Source: an optimization exercise on an open RTL-to-GDS flow (aim: small area, a short achievable clock period and few clock cycles). Production flows keep margins and buffers that such runs may drop. In this exercise RTL edits were held to simulation tests only and were not proved equivalent to the original. Power figures rest on the tool's default switching activity, not on a simulated workload.

==> flow/design.v, too long to show whole: its modules and the start of the top module <==
// module rs_codec: 1064 lines
module rs_codec (
    input  wire       clk,
    input  wire       rst_n,
    input  wire       cmd_valid,
    output wire       cmd_ready,
    input  wire       cmd_op,
    input  wire [3:0] cmd_lvl,
    input  wire [7:0] cmd_len,
    input  wire       in_valid,
    output wire       in_ready,
    input  wire [7:0] in_data,
    output wire       out_valid,
    input  wire       out_ready,
    output wire [7:0] out_data,
    output reg        done,
    output reg  [3:0] err,
    output reg  [7:0] out_len
);
  // ...
==> flow/run.sh <==
#!/bin/bash
# synth_recipe.tcl (not shown) runs the flow's synth.tcl, then flattens the netlist and writes it again
# the make line also repeats each setting of config.mk as NAME=value (left out here)
make -C /OpenROAD-flow-scripts/flow DESIGN_CONFIG=/design/flow/config.mk WORK_HOME=/design/flow/orfs CLKGATE_MAP_FILE= SYNTH_SCRIPT=/design/flow/synth_recipe.tcl finish
==> flow/config.mk <==
export PLATFORM = sky130hd
export DESIGN_NAME = rs_codec
export DESIGN_NICKNAME = rs_codec
export VERILOG_FILES = /design/flow/design.v
export SDC_FILE = /design/flow/constraint.sdc
export NUM_CORES = 4
export LEC_CHECK = 0
export CAP_MARGIN = 20
export CORE_MARGIN = 2
export CORE_UTILIZATION = 30
export CTS_BUF_LIST = sky130_fd_sc_hd__clkbuf_16
export CTS_CLUSTER_DIAMETER = 60
export CTS_CLUSTER_SIZE = 20
export PLACE_DENSITY = 0.5
export SETUP_SLACK_MARGIN = 2.6
export SLEW_MARGIN = 20
==> flow/constraint.sdc <==
create_clock -name core_clock -period 5.0 [get_ports {clk}]
set_input_delay 1.0000 -clock core_clock [delete_from_list [all_inputs] [get_ports {clk}]]
set_output_delay 1.0000 -clock core_clock [all_outputs]
set_load 0.01 [all_outputs]
==> qor.csv, run 1 <==
metric,value,unit
R2R Path End,nzr,
"Seq/Total Area, Yosys",39.8,%
power dissipated by switching net loads,3.40,mW
GR Util met3,7.66,%
hold path cells,1,
delay of the slowest critical-path stage,470,ps
layout inverter count without the clock tree,22,
multi-input gate share of total cell area,49.7,%
remaining design rule violation count,0,
net total in the final layout,4276,
simple logic cell fraction of the synthesized area,18.7,%
"Setup violations, final",0,
number of antenna repair diodes,0,
"top library cells by usage in the layout, fill and taps aside","sky130_fd_sc_hd__xor2_1 (626), sky130_fd_sc_hd__nand3_1 (599), sky130_fd_sc_hd__dfxtp_1 (562), sky130_fd_sc_hd__o21ai_0 (542), sky130_fd_sc_hd__nand2_1 (445)",
status,no timing/DRC/antenna violations,
Tot GR Track Use,25.0,%
Ys Warns,2,
final standard cell utilization of the core,34.8,%
met2 track demand over resource in global routing,35.4,%
clock buffer depth,3,
synth unique cells,68,
clock skew,53.3,ps
maximum clock frequency,405,MHz
"Avg Cell Area, Syn",8.59,um^2
startpoint of the most critical setup path,par[17][6],
TritonCTS clock tree,built,
worst-margin pin slew,1130,ps
Tap Count,1637,
largest family of logic cells by synthesized area,XOR/XNOR gates,
Max-slew headroom,24.9,%
area of the multi-input gates,21400,um^2
startpoint of the most critical register-to-register path,par[17][6],
share of the synthesized area in the top cell type,31.4,%
floorplan core area,124000,um^2
Testbench counts, summed over its fixed seeds: cycles 42,422.
==> run 2: changes to the inputs <==
--- a/flow/design.v
+++ b/flow/design.v
@@ -35,16 +35,18 @@
   reg  [7:0] par [0:63];  
   reg        ph_out;                  
   reg  [6:0] ocnt;                    
   reg        oc16, oc32;              
   reg        o1;                      
   reg  [7:0] oq0, oq1;                
   reg        q0v, q1v;                
   reg        osh;                     
+  reg  [6:0] brem;                    
+  reg        brnz, br1;
   reg        ph_in, ph_fin;           
   reg        bop, binv;
   reg        l1, l2, l3;              
   reg        pfx;                     
   reg  [7:0] bcnt;                    
   reg        b1;                      
   reg  [7:0] bolen;                   
   reg        bz, bo1;                 
@@ -873,19 +875,18 @@
         assign sin = ({8{l2 | l3}} & par[16]) ^ ({8{l1}} & inj);
       end else if (g == 31) begin : s31
         assign sin = ({8{l3}} & par[32]) ^ ({8{l2}} & inj);
       end else if (g == 63) begin : s63
         assign sin = {8{l3}} & inj;
       end else begin : sn
         assign sin = par[g+1];
       end
-      wire [7:0] nxt = sin ^ prod[8*g +: 8];
       always @(posedge clk)
-        par[g] <= ({8{step}} & nxt) | ({8{hold}} & par[g]);
+        par[g] <= (({8{step}} & sin) | ({8{hold}} & par[g])) ^ prod[8*g +: 8];
     end
   endgenerate
   reg nz;
   integer n;
   always @(*) begin
     nz = 1'b0;
     for (n = 0; n < 64; n = n + 1)
       nz = nz | (|par[n]);
@@ -906,37 +907,37 @@
   wire       last_out = out_fire & o1;
   wire [6:0] b_ns     = l1 ? 7'd16 : l2 ? 7'd32 : 7'd64;
   wire       o_act_n  = (ph_out & ~last_out) | enc_end;
   wire       ld_e0    = load & ~d_inv & d_enc0;     
   wire       opop     = out_fire;
   wire       push     = ph_out & step;
   wire       q_n0     = opop ? q1v : q0v;           
   wire       q_n1     = ~opop & q1v;                
-  wire [6:0] ocnt_n   = ld_e0 ? a_ns[6:0] : enc_end ? b_ns : ocnt - {6'd0, opop};
   wire       qv0_n    = q_n0 | push;
   wire       qv1_n    = (q_n0 & q_n1) | (q_n0 & push);
-  wire [1:0] qc_n     = {1'b0, qv0_n} + {1'b0, qv1_n};
-  wire       osh_n    = (o_act_n | ld_e0) & ~qv1_n & (ocnt_n > {5'd0, qc_n});
+  wire       o_st     = ld_e0 | enc_end;
+  wire       brnz_n   = o_st | (brnz & ~(push & br1));
+  wire       osh_n    = brnz_n & ~qv1_n;
   wire       ph_in_n = load ? (~d_inv & ~d_enc0) : (ph_in & ~last_in);
   wire       bop_n   = load ? a_op : bop;
   wire       pop     = cons;
   wire       h_v     = pop ? ib2v : ibv;
   wire       t_v     = ~pop & ib2v;
   wire       mv      = v0 & ~t_v;
   wire       ibv_n   = h_v | mv;
   wire       ib2v_n  = t_v | (h_v & mv);
   wire       v0_n    = in_fire | (v0 & ~mv);
   wire       stin    = ph_in & ibv;
-  wire       fbm_n   = load ? (~d_inv & ~d_enc0 & ~a_op)
-                            : (ph_in & ~last_in & (~pfx | pfx_end));
+  wire       fbm_n   = ibv_n & (load ? (~d_inv & ~d_enc0 & ~a_op)
+                                     : (ph_in & ~last_in & (~pfx | pfx_end)));
   wire [7:0] hd_n    = (stin ? ib2v : ibv) ? (stin ? ib2 : ib) : ib0;
   wire [7:0] base0   = stin ? par[1] : ({8{~clr}} & par[0]);
-  wire       fe_n    = load ? (~d_inv & ~d_enc0 & ~a_op)
-                            : (ph_in & ~last_in & (~pfx | pfx_end) & ~bop);
+  wire       fe_n    = ibv_n & (load ? (~d_inv & ~d_enc0 & ~a_op)
+                                     : (ph_in & ~last_in & (~pfx | pfx_end) & ~bop));
   wire [15:1] flo_n, fhi_n;
   genvar k;
   generate
     for (k = 1; k < 16; k = k + 1) begin : nib
       assign flo_n[k] = (fbm_n & ((^(base0[3:0] & k)) ^ (stin & plo[k])))
                       ^ (fe_n & (^(hd_n[3:0] & k)));
       assign fhi_n[k] = (fbm_n & ((^(base0[7:4] & k)) ^ (stin & phi[k])))
                       ^ (fe_n & (^(hd_n[7:4] & k)));
@@ -960,16 +961,17 @@
       fhi     <= 15'h0;
       ph_in   <= 1'b0;
       ph_out  <= 1'b0;
       ph_fin  <= 1'b0;
       f2      <= 1'b0;
       q0v     <= 1'b0;
       q1v     <= 1'b0;
       osh     <= 1'b0;
+      brnz    <= 1'b0;
       done    <= 1'b0;
     end else begin
       cmd_rdy <= ~a_v_n;
       a_v     <= a_v_n;
       a_r     <= a_v & ~load;
       if (cmd_fire) begin
         a_op  <= cmd_op;
         a_lok <= (cmd_lvl == 4'd1) | (cmd_lvl == 4'd2) | (cmd_lvl == 4'd3);
@@ -1007,16 +1009,24 @@
         oc32 <= (ocnt <= 7'd33);
       end
       q0v <= q_n0 | push;
       q1v <= (q_n0 & q_n1) | (q_n0 & push);
       if (q_n0) oq0 <= opop ? oq1 : oq0;
       else      oq0 <= par[0];
       if (~q_n1) oq1 <= par[0];
       osh <= osh_n;
+      brnz <= brnz_n;
+      if (o_st) begin
+        brem <= ld_e0 ? a_ns[6:0] : b_ns;
+        br1  <= 1'b0;
+      end else if (push) begin
+        brem <= brem - 7'd1;
+        br1  <= (brem == 7'd2);
+      end
       if (last_out) done <= 1'b1;
       if (enc_end) begin
         err     <= ERR_NONE;
         out_len <= bolen;
       end
       if (ld_e0) begin
         err     <= ERR_NONE;
         out_len <= a_olen;
--- a/flow/config.mk
+++ b/flow/config.mk
@@ -7,10 +7,10 @@
 export LEC_CHECK = 0
 export CAP_MARGIN = 20
 export CORE_MARGIN = 2
 export CORE_UTILIZATION = 30
 export CTS_BUF_LIST = sky130_fd_sc_hd__clkbuf_16
 export CTS_CLUSTER_DIAMETER = 60
 export CTS_CLUSTER_SIZE = 20
 export PLACE_DENSITY = 0.5
-export SETUP_SLACK_MARGIN = 2.6
+export SETUP_SLACK_MARGIN = 2.7
 export SLEW_MARGIN = 20
==> qor.csv, run 2 <==
metric,value,unit,change
area delta synth->final,16.4,%,was 15.1%
max_cap viols,0,,unchanged
Final Hold Violating Endpoints,0,,unchanged
post-placement worst setup slack,1610,ps,was 1630 ps
TritonCTS clock tree,built,,unchanged
number of levels in the clock H-tree,3,,unchanged
share of the synthesized area in the top cell type,31.1,%,was 31.4%
PnR Total Power,12.1,mW,was 12.4 mW
Static Leakage,19.3,nW,was 16.6 nW
vertical die dimension,359,um,was 357 um
Final period util,49.6,%,was 49.4%
category of the worst setup path launch point,register,,unchanged
internal power,8.95,mW,was 9.04 mW
count of input and output buffers,49,,unchanged
final standard cell utilization of the core,35.2,%,was 34.8%
RSZ-0062 raised after global routing,true,,unchanged
Ys Warns,2,,unchanged
max FFs per register,512,,unchanged
class of the tightest hold or removal check,reg2reg,,unchanged
Max-slew headroom,17.8,%,was 24.9%
global-route wire length before repair,236,mm,was 231 mm
number of DRC markers in iteration 0,5467,,was 5225
number of global-route vias before repair,31400,,was 30600
Synth async-reset ratio,0,%,unchanged
"EDFF count, synth",112,,was 104
Hold Startpoint,a_v,,unchanged
post-route antenna net violation count,0,,unchanged
width of the chip,359,um,was 357 um
area of the mapped netlist,37900,um^2,was 37500 um^2
initial core utilization,30.2,%,was 30.3%
Clock Root Buffer,sky130_fd_sc_hd__clkbuf_16,,unchanged
met2 wire length,70.4,mm,was 67.7 mm
metal1 wirelength,71.0,mm,was 70.3 mm
"CTS clk-pin slew, worst paths",80,ps,about the same
combinational fraction of design power,5.3,%,was 4.9%
drt total wl,172,mm,was 165 mm
post-synthesis instance total,4337,,was 4358
"Setup violations, final",0,,unchanged
"Avg Cell Area, Syn",8.73,um^2,was 8.59 um^2
number of vias after detailed routing,34000,,was 33500
CP Class,reg2reg,,unchanged
nature of the critical path endpoint,register,,unchanged
switching share of power,26.2,%,was 27.3%
status,no timing/DRC/antenna violations,,unchanged
Syn Nets,4378,,was 4402
"Seq/Total Area, Yosys",40.0,%,was 39.8%
required time worst endpoint,5490,ps,was 5460 ps
number of core rows,130,,was 129
Top-Level Pins,50,,unchanged
leading cell types by count after synthesis,"sky130_fd_sc_hd__xor2_1 (664), sky130_fd_sc_hd__dfxtp_1 (589), sky130_fd_sc_hd__a21oi_1 (543)",,"was sky130_fd_sc_hd__xor2_1 (645), sky130_fd_sc_hd__nand3_1 (602), sky130_fd_sc_hd__dfxtp_1 (588)"
"Clk Latency, worst-skew pair",670,ps,was 730 ps
post-cts hold buffer count,0,,unchanged
Tot GR Track Use,24.8,%,was 25.0%
floorplan core area,125000,um^2,was 124000 um^2
most numerous cell in the Yosys netlist,sky130_fd_sc_hd__xor2_1,,unchanged
CTS Buf Count,68,,was 75
CP endpoint,par[12][4],,was nzr
register with the most flip-flops,par,,unchanged
post-synthesis sequential element count,701,,was 692
final global-route overflow total,0,,unchanged
fraction of power consumed by the clock network,46.6,%,was 49.1%
cell taking the most area after synthesis,sky130_fd_sc_hd__dfxtp_1,,unchanged
Worst EP arrival,2980,ps,was 2930 ps
area of the multi-input gates,22100,um^2,was 21400 um^2
Fin Hold WS,454,ps,was 471 ps
routability cong.,1.04,,about the same
remaining design rule violation count,0,,unchanged
setup slack of the most critical reg-to-reg path,2520,ps,was 2530 ps
R2R Path End,par[12][4],,was nzr
dpl cell area,39600,um^2,was 39000 um^2
IR Drop Worst-Case VDD,0.000239,V,was 0.000235 V
fin worst setup slack,2520,ps,was 2530 ps
clock skew,42.7,ps,was 53.3 ps
startpoint of the most critical setup path,fhi[9],,was par[17][6]
maximum number of pins on one net before global-route repair,264,,was 203
reg2reg path depth,3,,was 6
average vias per placed instance,5.71,,was 5.65
Filler cells,12800,,about the same
post-route cell area,44100,um^2,was 43100 um^2
worst-margin pin slew,1230,ps,was 1130 ps
layout cells sized above 1,11.8,%,was 10.6%
Die Footprint,129000,um^2,was 128000 um^2
final-layout setup total negative slack,0,ps,unchanged
startpoint of the most critical register-to-register path,fhi[9],,was par[17][6]
sequential cell area in the final layout,15200,um^2,was 15000 um^2
number of antenna violations at the first check in global routing,6,,unchanged
CTS sink count,701,,was 692
power dissipated by switching net loads,3.18,mW,was 3.40 mW
Cell Pwr Density,275,nW/um^2,was 289 nW/um^2
maximum clock frequency,403,MHz,was 405 MHz
final number of max-transition violations,0,,unchanged
"commonest non-fill, non-tap cell in the layout",sky130_fd_sc_hd__xor2_1,,unchanged
instance count after placement with tap cells included,5726,,was 5730
top fanout value on the critical path,10,,was 3
met3 wire length,19.1,mm,was 17.5 mm
highest metal layer used by the detailed router,met5,,unchanged
synth unique cells,77,,was 68
min cycle time layout,2480,ps,was 2470 ps
Main synth FF type,sky130_fd_sc_hd__dfxtp_1,,unchanged
post-detailed-route wirelength per cell,28.8,um,was 27.8 um
DP HPWL,115,mm,was 116 mm
proportion of power drawn by flip-flops and latches,48.1,%,was 46.0%
clock buffer depth,3,,unchanged
net total in the final layout,4294,,was 4276
Synth area leaders,"sky130_fd_sc_hd__dfxtp_1 (31%), sky130_fd_sc_hd__xor2_1 (15%), sky130_fd_sc_hd__edfxtp_1 (8.9%), sky130_fd_sc_hd__and3_1 (8.4%), sky130_fd_sc_hd__a21oi_1 (7.2%)",,"was sky130_fd_sc_hd__dfxtp_1 (31%), sky130_fd_sc_hd__xor2_1 (15%), sky130_fd_sc_hd__edfxtp_1 (8.3%), sky130_fd_sc_hd__nand3_1 (8.0%), sky130_fd_sc_hd__o21ai_0 (7.2%)"
"top library cells by usage in the layout, fill and taps aside","sky130_fd_sc_hd__xor2_1 (652), sky130_fd_sc_hd__dfxtp_1 (562), sky130_fd_sc_hd__a21oi_1 (531), sky130_fd_sc_hd__and3_1 (504), sky130_fd_sc_hd__nand2_1 (488)",,"was sky130_fd_sc_hd__xor2_1 (626), sky130_fd_sc_hd__nand3_1 (599), sky130_fd_sc_hd__dfxtp_1 (562), sky130_fd_sc_hd__o21ai_0 (542), sky130_fd_sc_hd__nand2_1 (445)"
final non-filler cell total,5961,,was 5930
number of search-and-repair iterations in the first detailed-routing pass,14,,was 11
==> run 2: changes by cell type in the layout (fill, tap and decap cells not counted), moves of 24 or more <==
cell                      previous run  this run
sky130_fd_sc_hd__a21oi_1            71       531
sky130_fd_sc_hd__and3_1             16       504
sky130_fd_sc_hd__buf_4              82       106
sky130_fd_sc_hd__nand2_1           445       488
sky130_fd_sc_hd__nand3_1           599        97
sky130_fd_sc_hd__o21ai_0           542        34
sky130_fd_sc_hd__xor2_1            626       652
==> run 2: metal layers <==
layer	vias to the layer above	GRT usage [%]
li1	14900	-
met1	16600	33.3
met2	1993	35.6
met3	454	6.96
met4	2	13.7
met5	-	0.481
==> run 2: worst max-delay path: stages (launching register included) <==
cell and delay (ps):
sky130_fd_sc_hd__dfxtp_2 700, sky130_fd_sc_hd__xor2_1 420, sky130_fd_sc_hd__a222oi_1 1020, sky130_fd_sc_hd__xor2_1 160
==> run 2: power by group through the flow <==
stage / logic [mW] / clock network (mW) / registers (mW)
after detailed placement: 0.506 / 0 / 5.97
after CTS: 0.560 / 5.72 / 5.84
after floorplan: 0.326 / 0 / 5.94
after global routing: 0.670 / 5.93 / 5.84
final: 0.640 / 5.65 / 5.84
after global placement: 0.506 / 0 / 5.97
==> run 2: layout make-up <==
type,instances,share of cell area (%)
repair buffers,210,5.04
clock inverters,56,1.48
well taps,1650,4.68
flip-flops and latches,701,34.5
clock buffers,69,3.92
inverters,22,0.187
diodes,3,0.0170
multi-input cells,3250,50.2
==> run 2: kinds of logic after synthesis <==
group / synth area share (%)
flops: 40.0
mux: 1.02
simple gates: 20.3
xor+xnor: 21.9
buf+inv: 4.28
compound gates: 11.9
fa+ha+maj: 0.588
==> run 2: worst min-delay path by stage <==
stage,endpoint,depth (start not counted)
after floorplan,cmd_rdy,1
after global placement,cmd_rdy,1
after detailed placement,cmd_rdy,1
after CTS,cmd_rdy,1
after global routing,l3,0
final,cmd_rdy,1
==> run 2: repair_timing <==
action / 4_1_cts / 5_1_grt
endpoints found under the setup margin: 698 / 587
resized for setup: 220 / 143
pin swaps: 23 / 49
cloned: 12 / 9
buffers inserted: 46 / 40
Testbench counts of run 2, summed over its fixed seeds: cycles 42,422.

## what the ideal ports hide
The flow's constraints put no driver on any port. The routed layouts listed below were extracted and timed again, unchanged, in two steps.
Step 1 assumes that a clkbuf_16 drives the clock port and a buf_2 every other input.
Step 2, shift: input delay + t, output delay - t, t = (earliest + latest rising clock arrival at the registers) / 2. This alone moves slack from input paths to output paths.
a / b / c = no drivers / after step 1 / after step 2; a / b = the first two.
| run | shift t [ns] | slack for setup (ns) | worst setup path at the end | latest minus earliest clock arrival (ns) | worst data-port slew with drivers (ns) |
|---|---|---|---|---|---|
| run 1 | 0.769 | 2.531 / 2.499 / 2.019 | input to register | 0.054 / 0.054 | 0.04 |
| run 2 | 0.726 | 2.519 / 2.519 / 2.080 | input to register | 0.043 / 0.043 | 0.03 |
After both steps setup and hold are still met in every run listed. The setup slack of run 1, which loses most, moves by -0.032 ns with the drivers and by -0.512 ns with both steps.
